Background: an optimization exercise with open tools, aiming at small area and few clock cycles. Do not read the settings as production practice. Only simulation tests tie the RTL to the original design; equivalence was not proved. Power figures rest on the tool's default switching activity, not on a simulated workload.

===== design/flow/config.mk =====
export PLATFORM = sky130hd
export DESIGN_NAME = hdlc_codec
export DESIGN_NICKNAME = hdlc_codec
export VERILOG_FILES = /design/flow/design.v
export SDC_FILE = /design/flow/constraint.sdc
export NUM_CORES = 4
export LEC_CHECK = 0
export CAP_MARGIN = 20
export CORE_MARGIN = 2
export CORE_UTILIZATION = 40
export SLEW_MARGIN = 20

===== design/flow/constraint.sdc =====
create_clock -name core_clock -period 4.0 [get_ports {clk}]
set_input_delay 0.8000 -clock core_clock [delete_from_list [all_inputs] [get_ports {clk}]]
set_output_delay 0.8000 -clock core_clock [all_outputs]
set_load 0.01 [all_outputs]

===== design/flow/design.v =====
module crc16_x25_byte (
    input  wire [15:0] crc_in,
    input  wire [7:0]  data,
    output reg  [15:0] crc_out
);
    integer i;
    reg [15:0] c;
    always @(*) begin
        c = crc_in ^ {8'h00, data};
        for (i = 0; i < 8; i = i + 1) begin
            if (c[0])
                c = (c >> 1) ^ 16'h8408;
            else
                c = c >> 1;
        end
        crc_out = c;
    end
endmodule
module hdlc_deframer (
    input  wire       clk,
    input  wire       rst,
    input  wire       rx_valid,
    output wire       rx_ready,
    input  wire [7:0] rx_data,
    input  wire       rx_clear,
    output reg        pl_valid,
    input  wire       pl_ready,
    output reg  [7:0] pl_data,
    output reg        pl_end,
    output reg        pl_crc_ok,
    output reg        pl_abort
);
    localparam [7:0] FLAG = 8'h7E;
    localparam [7:0] ESC  = 8'h7D;
    reg        open;        
    reg        nonempty;    
    reg        esc;         
    reg  [1:0] cnt;         
    reg  [7:0] d0;          
    reg  [7:0] d1;          
    reg [15:0] crc;         
    reg        pend_end;    
    wire        out_free = !pl_valid || pl_ready;
    assign rx_ready = out_free && !pend_end;
    wire        take    = rx_valid && rx_ready;
    wire        is_flag = (rx_data == FLAG);
    wire        is_esc  = (rx_data == ESC);
    wire [7:0]  ubyte   = esc ? (rx_data ^ 8'h20) : rx_data;
    wire [15:0] crc_next;
    crc16_x25_byte u_crc (.crc_in(crc), .data(d0), .crc_out(crc_next));
    wire [15:0] rx_crc  = {d1, d0};
    wire        crc_ok  = !esc && (rx_crc == ~crc);
    always @(posedge clk) begin
        if (rst) begin
            open     <= 1'b0;
            nonempty <= 1'b0;
            esc      <= 1'b0;
            cnt      <= 2'd0;
            crc      <= 16'hFFFF;
            pend_end <= 1'b0;
            pl_valid <= 1'b0;
            pl_end   <= 1'b0;
            pl_crc_ok <= 1'b0;
            pl_abort <= 1'b0;
        end else begin
            if (pl_valid && pl_ready)
                pl_valid <= 1'b0;
            if (pend_end && out_free) begin
                pend_end  <= 1'b0;
                pl_valid  <= 1'b1;
                pl_end    <= 1'b1;
                pl_crc_ok <= 1'b0;
                pl_abort  <= 1'b0;
            end else if (take) begin
                if (rx_clear) begin
                    if (open && nonempty) begin
                        pl_valid  <= 1'b1;
                        pl_end    <= 1'b1;
                        pl_crc_ok <= 1'b0;
                        pl_abort  <= 1'b1;
                    end
                    open     <= 1'b0;
                    nonempty <= 1'b0;
                    esc      <= 1'b0;
                    cnt      <= 2'd0;
                    crc      <= 16'hFFFF;
                end else if (is_flag) begin
                    if (open && nonempty) begin
                        case (cnt)
                            2'd0: begin
                                pl_valid  <= 1'b1;
                                pl_end    <= 1'b1;
                                pl_crc_ok <= 1'b0;
                                pl_abort  <= 1'b0;
                            end
                            2'd1: begin
                                pl_valid  <= 1'b1;
                                pl_end    <= 1'b0;
                                pl_data   <= d0;
                                pend_end  <= 1'b1;
                            end
                            default: begin
                                pl_valid  <= 1'b1;
                                pl_end    <= 1'b1;
                                pl_crc_ok <= crc_ok;
                                pl_abort  <= 1'b0;
                            end
                        endcase
                    end
                    open     <= 1'b1;
                    nonempty <= 1'b0;
                    esc      <= 1'b0;
                    cnt      <= 2'd0;
                    crc      <= 16'hFFFF;
                end else if (open) begin
                    nonempty <= 1'b1;
                    if (!esc && is_esc) begin
                        esc <= 1'b1;
                    end else begin
                        esc <= 1'b0;
                        case (cnt)
                            2'd0: begin
                                d0  <= ubyte;
                                cnt <= 2'd1;
                            end
                            2'd1: begin
                                d1  <= ubyte;
                                cnt <= 2'd2;
                            end
                            default: begin
                                pl_valid <= 1'b1;
                                pl_end   <= 1'b0;
                                pl_data  <= d0;
                                crc      <= crc_next;
                                d0       <= d1;
                                d1       <= ubyte;
                            end
                        endcase
                    end
                end
            end
        end
    end
endmodule
module hdlc_framer (
    input  wire       clk,
    input  wire       rst,
    input  wire       tx_valid,
    output wire       tx_ready,
    input  wire [7:0] tx_data,
    input  wire       tx_end,
    output reg        wire_valid,
    input  wire       wire_ready,
    output reg  [7:0] wire_data
);
    localparam [7:0] FLAG = 8'h7E;
    localparam [7:0] ESC  = 8'h7D;
    localparam [1:0] S_IDLE  = 2'd0;   
    localparam [1:0] S_BODY  = 2'd1;   
    localparam [1:0] S_CRCH  = 2'd2;   
    localparam [1:0] S_CLOSE = 2'd3;   
    reg  [1:0] state;
    reg [15:0] crc;
    reg        esc_pend;    
    reg  [7:0] esc_byte;
    wire out_free = !wire_valid || wire_ready;
    assign tx_ready = out_free && (state == S_BODY) && !esc_pend;
    wire [15:0] crc_next;
    crc16_x25_byte u_crc (.crc_in(crc), .data(tx_data), .crc_out(crc_next));
    wire [15:0] fcs = ~crc;
    reg  [7:0] raw;
    always @(*) begin
        case (state)
            S_BODY:  raw = tx_end ? fcs[7:0] : tx_data;
            S_CRCH:  raw = fcs[15:8];
            default: raw = FLAG;
        endcase
    end
    wire raw_special = (raw == FLAG) || (raw == ESC);
    always @(posedge clk) begin
        if (rst) begin
            state      <= S_IDLE;
            esc_pend   <= 1'b0;
            wire_valid <= 1'b0;
        end else begin
            if (wire_valid && wire_ready)
                wire_valid <= 1'b0;
            if (out_free) begin
                if (esc_pend) begin
                    wire_valid <= 1'b1;
                    wire_data  <= esc_byte;
                    esc_pend   <= 1'b0;
                end else begin
                    case (state)
                        S_IDLE: begin
                            if (tx_valid) begin
                                wire_valid <= 1'b1;
                                wire_data  <= FLAG;
                                crc        <= 16'hFFFF;
                                state      <= S_BODY;
                            end
                        end
                        S_BODY, S_CRCH: begin
                            if (state == S_CRCH || tx_valid) begin
                                wire_valid <= 1'b1;
                                if (raw_special) begin
                                    wire_data <= ESC;
                                    esc_byte  <= raw ^ 8'h20;
                                    esc_pend  <= 1'b1;
                                end else begin
                                    wire_data <= raw;
                                end
                                if (state == S_CRCH)
                                    state <= S_CLOSE;
                                else if (tx_end)
                                    state <= S_CRCH;
                                else
                                    crc <= crc_next;
                            end
                        end
                        default: begin
                            wire_valid <= 1'b1;
                            wire_data  <= FLAG;
                            state      <= S_IDLE;
                        end
                    endcase
                end
            end
        end
    end
endmodule
module hdlc_codec (
    input  wire       clk,
    input  wire       rst,
    input  wire       rx_valid,
    output wire       rx_ready,
    input  wire [7:0] rx_data,
    input  wire       rx_clear,
    output wire       pl_valid,
    input  wire       pl_ready,
    output wire [7:0] pl_data,
    output wire       pl_end,
    output wire       pl_crc_ok,
    output wire       pl_abort,
    input  wire       tx_valid,
    output wire       tx_ready,
    input  wire [7:0] tx_data,
    input  wire       tx_end,
    output wire       wire_valid,
    input  wire       wire_ready,
    output wire [7:0] wire_data
);
    hdlc_deframer u_deframer (
        .clk      (clk),
        .rst      (rst),
        .rx_valid (rx_valid),
        .rx_ready (rx_ready),
        .rx_data  (rx_data),
        .rx_clear (rx_clear),
        .pl_valid (pl_valid),
        .pl_ready (pl_ready),
        .pl_data  (pl_data),
        .pl_end   (pl_end),
        .pl_crc_ok(pl_crc_ok),
        .pl_abort (pl_abort)
    );
    hdlc_framer u_framer (
        .clk       (clk),
        .rst       (rst),
        .tx_valid  (tx_valid),
        .tx_ready  (tx_ready),
        .tx_data   (tx_data),
        .tx_end    (tx_end),
        .wire_valid(wire_valid),
        .wire_ready(wire_ready),
        .wire_data (wire_data)
    );
endmodule

===== design/flow/run.sh =====
#!/bin/bash
# synth_recipe.tcl (not shown) runs the flow's synth.tcl, then flattens the netlist and writes it again
# the make line also repeats each setting of config.mk as NAME=value (left out here)
make -C /OpenROAD-flow-scripts/flow DESIGN_CONFIG=/design/flow/config.mk WORK_HOME=/design/flow/orfs CLKGATE_MAP_FILE= SYNTH_SCRIPT=/design/flow/synth_recipe.tcl finish

==> flow_summary.toml <==
[clock_network]
cts.clk_slew.worst_paths_ns = 0.10
cts_sinks = 86
clk_path_buf_depth = 2
cts_inserted_buffers = 9
cts_setup_buffers = 0
cts.repair.resized = 0
htreeDepth = 3
cts_tree = "built"
insertion_delay_ns = 0.36
ctsHoldBuffers = 0
clockRootBuffer = "clkbuf_8"

[routing]
drc = 0
vias = 2903
routed_wl_mm = 8.70
vias_per_cell = 5.17
drt_iter0_drc = 125
firstDrtPassIters = 4
drtAntennaViolNets = 0
wire_per_inst_microns = 15.5

[setup_path]
worstPathCellList = "clkdlybuf4s50_1 -> and2_1 -> o311ai_0 -> and4bb_2 -> o2111a_1"
slowest_delay_ns = 0.68
endpoint_kind = "flop"
worstPathArrival_ns = 3.08
cp.required_ns = 4.02
cpLargestDelayFamily = "compound AO/OA/AOI/OAI gates"
cp_slowest_cell = "clkdlybuf4s50_1"
path_max_fanout = 18
worst_setup_path_start_kind = "input port"
path_buf_inv = 1
critPathKind = "input port to flop"

[yosys]
synth_compound_area_frac = 0.111
synth_top_area_frac = 0.401
synth.most_common_cell = "edfxtp_1"
synthMuxAreaShare = 0.0394
synth_xor_area_frac = 0.117
synth_common_cells = "56 x edfxtp_1, 31 x nand2_1, 30 x dfxtp_1"
synthTopCellsByArea = "edfxtp_1 40%, dfxtp_1 14%, xnor2_1 6.1%"
synth.avg_cell_area_sq_um = 11.3
synth_top_area_cell = "edfxtp_1"
synthesis.area_sq_mm = 0.00419
ys_seq_area_frac = 0.544
yosysWarnings = 3
yosysUniqueCellTypes = 51
syn-instance-count = 371
synth_fp_nets = 401
synth-simple-area-share = 0.147
synth_top_family_by_area = "simple AND/OR/NAND/NOR gates"
synthAdderAreaFrac = 0.0179
synth-seq-cells = 86
synth-edff-count = 56
synth_ff_type = "edfxtp_1"
async_flop_share = 0

[pwr]
p_total_mw = 2.51
p_leak_nw = 1.68
p_comb_frac = 0.306
ir_drop_v = 0.000291
p_sw_mw = 0.817
p_sw_frac = 0.326
pwr-share-seq = 0.456
clkPwrFrac = 0.238
p_int_mw = 1.69
power_density_mw_per_mm2 = 500

[sta]
slew_violations = 0
final-setup-viol-count = 0
fin_setup_tns_ns = 0
rsz0062_at_grt = "no"
worst_pin_slew_ns = 0.824
fin_skew_ns = 0.0191
post-route-min-period_ns = 3.06
final_hold_viol_count = 0
max_clock_freq_ghz = 0.327
finalHoldWorstSlack_ns = 0.457
post-route-period-util = 0.765
relSlewSlack = 0.451

[layout]
fin_nets = 451
drive_gt1_frac = 0.113
antennaDiodeCount = 0
syn2layout_area_growth_pct = 19.6
stdcell_count = 562

[die]
fp.dieW_microns = 106
fp.dieH_microns = 106
io_pins = 47
fp-row-count = 37
fp.coreArea_sq_mm = 0.0102
initial_core_util = 0.410
dieArea_sq_mm = 0.0113

[placement]
dp_hpwl_mm = 6.42
port_buffers = 46
routabilityCongestion = 0.864
place_inst = 546

[global_routing]
grt_pass1_wl_mm = 14.7
grt_pass1_vias = 2893
grt_max_degree = 29
antenna_found_initial = 0
grt_usage = 0.165
grt_overflow = 0

[flow_run]
maxCapViolCount = 0

[run_status]
status = "finished clean"

[hold_path]
hp-class = "flop to flop"
-- power by group through the flow --
| stage | Combinational [mW] | Clock [mW] | Sequential [mW] |
|---|---|---|---|
| 2_1_floorplan | 0.526 | 0 | 1.17 |
| 3_3_place_gp | 0.763 | 0 | 1.16 |
| 3_5_place_dp | 0.765 | 0 | 1.17 |
| 4_1_cts | 0.772 | 0.606 | 1.15 |
| 5_1_grt | 0.858 | 0.640 | 1.15 |
| 6_report | 0.767 | 0.596 | 1.14 |
-- worst register-to-register path, stage by stage, from the launching register on --
cell and delay (ns):
dfxtp_1 0.41, inv_1 0.11, ha_1 0.84, clkinv_1 0.47, nor2_1 0.19, a21oi_1 0.07
nor4_2 0.14, buf_4 0.28
-- logic make-up (layout without fill, tap and decap cells) --
kind of cell               count (synthesis)  after routing
AOI/OAI and AO/OA                         61             61
xor gates and xnor gates                  56             56
adders and majority gates                  6              6
buffers and inverters                     26             81
DFF                                       86             86
muxes                                     15             15
and+or+nand+nor                          121            121
-- registers in the layout, indices dropped and copies added, names as in the netlist --
name and cells:
u_deframer.nonempty 1, u_deframer.pl_valid 1, u_deframer.pl_abort 1, u_framer.wire_data 8
u_framer.wire_valid 1, u_deframer.crc 16, u_deframer.pl_data 8, u_deframer.d0 8
u_deframer.pend_end 1, u_deframer.pl_crc_ok 1, u_framer.esc_byte 8, u_framer.esc_pend 1
u_deframer.d1 8, u_framer.state 2, u_framer.crc 16, u_deframer.cnt 2
u_deframer.open 1, u_deframer.pl_end 1, u_deframer.esc 1
-- cell usage in the layout, fill, tap and decap left out, types with 6 or more instances in the layout --
master           synthesis  layout
edfxtp_1                56      56
clkdlybuf4s50_1          0      46
nand2_1                 31      31
dfxtp_1                 30      30
xnor2_1                 29      29
xor2_1                  27      27
nor2_1                  25      25
inv_1                   12      12
mux2_2                  12      12
a2bb2oi_1               11      11
clkbuf_8                 0      11
a21oi_1                 10      10
nor2b_1                  9       9
or2_2                    8       8
nand3_1                  8       8
nor3_1                   8       8
a32oi_1                  7       7
nand4_1                  6       6
ha_1                     6       6
buf_4                    0       6
-- stage by stage --
| step | worst slack [ns] | instance area, sq um | utilization |
|---|---|---|---|
| after floorplan | 0.618 | 4190 | - |
| after global placement | 0.732 | 4820 | 0.472 |
| after detailed placement | 0.603 | 4820 | 0.472 |
| after CTS | 0.980 | 5020 | 0.490 |
| after global routing | 0.851 | 5020 | 0.490 |
| final | 0.941 | 5020 | 0.490 |
-- path summary, 6_finish.rpt --
path	startpoint	endpoint	slack, ns	cells after the start
worst max-delay path	tx_end	u_framer.esc_byte[6]	0.94	5
worst min-delay path	u_deframer.pl_crc_ok	u_deframer.pl_crc_ok	0.46	2
worst max register to register	u_framer.state[0]	u_framer.crc[14]	1.18	7
worst min register to register	u_deframer.pl_crc_ok	u_deframer.pl_crc_ok	0.46	2
-- final cells by class --
| cell class | count | area [sq um] |
|---|---|---|
| Fill cell | 926 | 5220 |
| Sequential cell | 86 | 2280 |
| Tap cell | 136 | 170 |
| Inverter | 13 | 48.8 |
| Timing Repair Buffer | 52 | 505 |
| Clock inverter | 5 | 40.0 |
| Multi-Input combinational cell | 259 | 1820 |
| Clock buffer | 11 | 151 |
-- layer usage --
layer  global-route usage  vias to the layer above  wire length [microns]
met3               0.0288                       14                    337
met2                0.237                       68                   3640
li1                     -                     1443                      -
met4               0.0508                        0                    115
met5                    0                        -                      0
met1                0.250                     1378                   4610
Testbench counts, summed over its fixed seeds: cycles 48,724.

## re-timing with driven ports
No port has a modelled driver above. Below, the same layout with a new extraction and two added sets of constraints.
Step 1: set_driving_cell puts a clkbuf_16 on clk and a buf_2 on each other input, an assumption about the parent block.
Step 2 moves the port delays by t, midway between the first and last clock arrival at a register: inputs arrive t later, outputs are due t later. That takes back most of the time a late clock gives input paths.
Slacks: ideal ports / drivers / drivers and shift; pairs: ideal ports / drivers.
shift t [ns]: 0.382
setup slack, ns: 0.941 / 0.947 / 0.565
worst hold slack (ns): 0.457 / 0.457 / 0.457
worst slew at a driven data input, ns: 0.03
pins driven straight from the clock port: 1
After both steps this run still meets setup and hold. For this run, drivers alone change the setup slack by +0.006 ns; drivers and shift together by -0.376 ns.
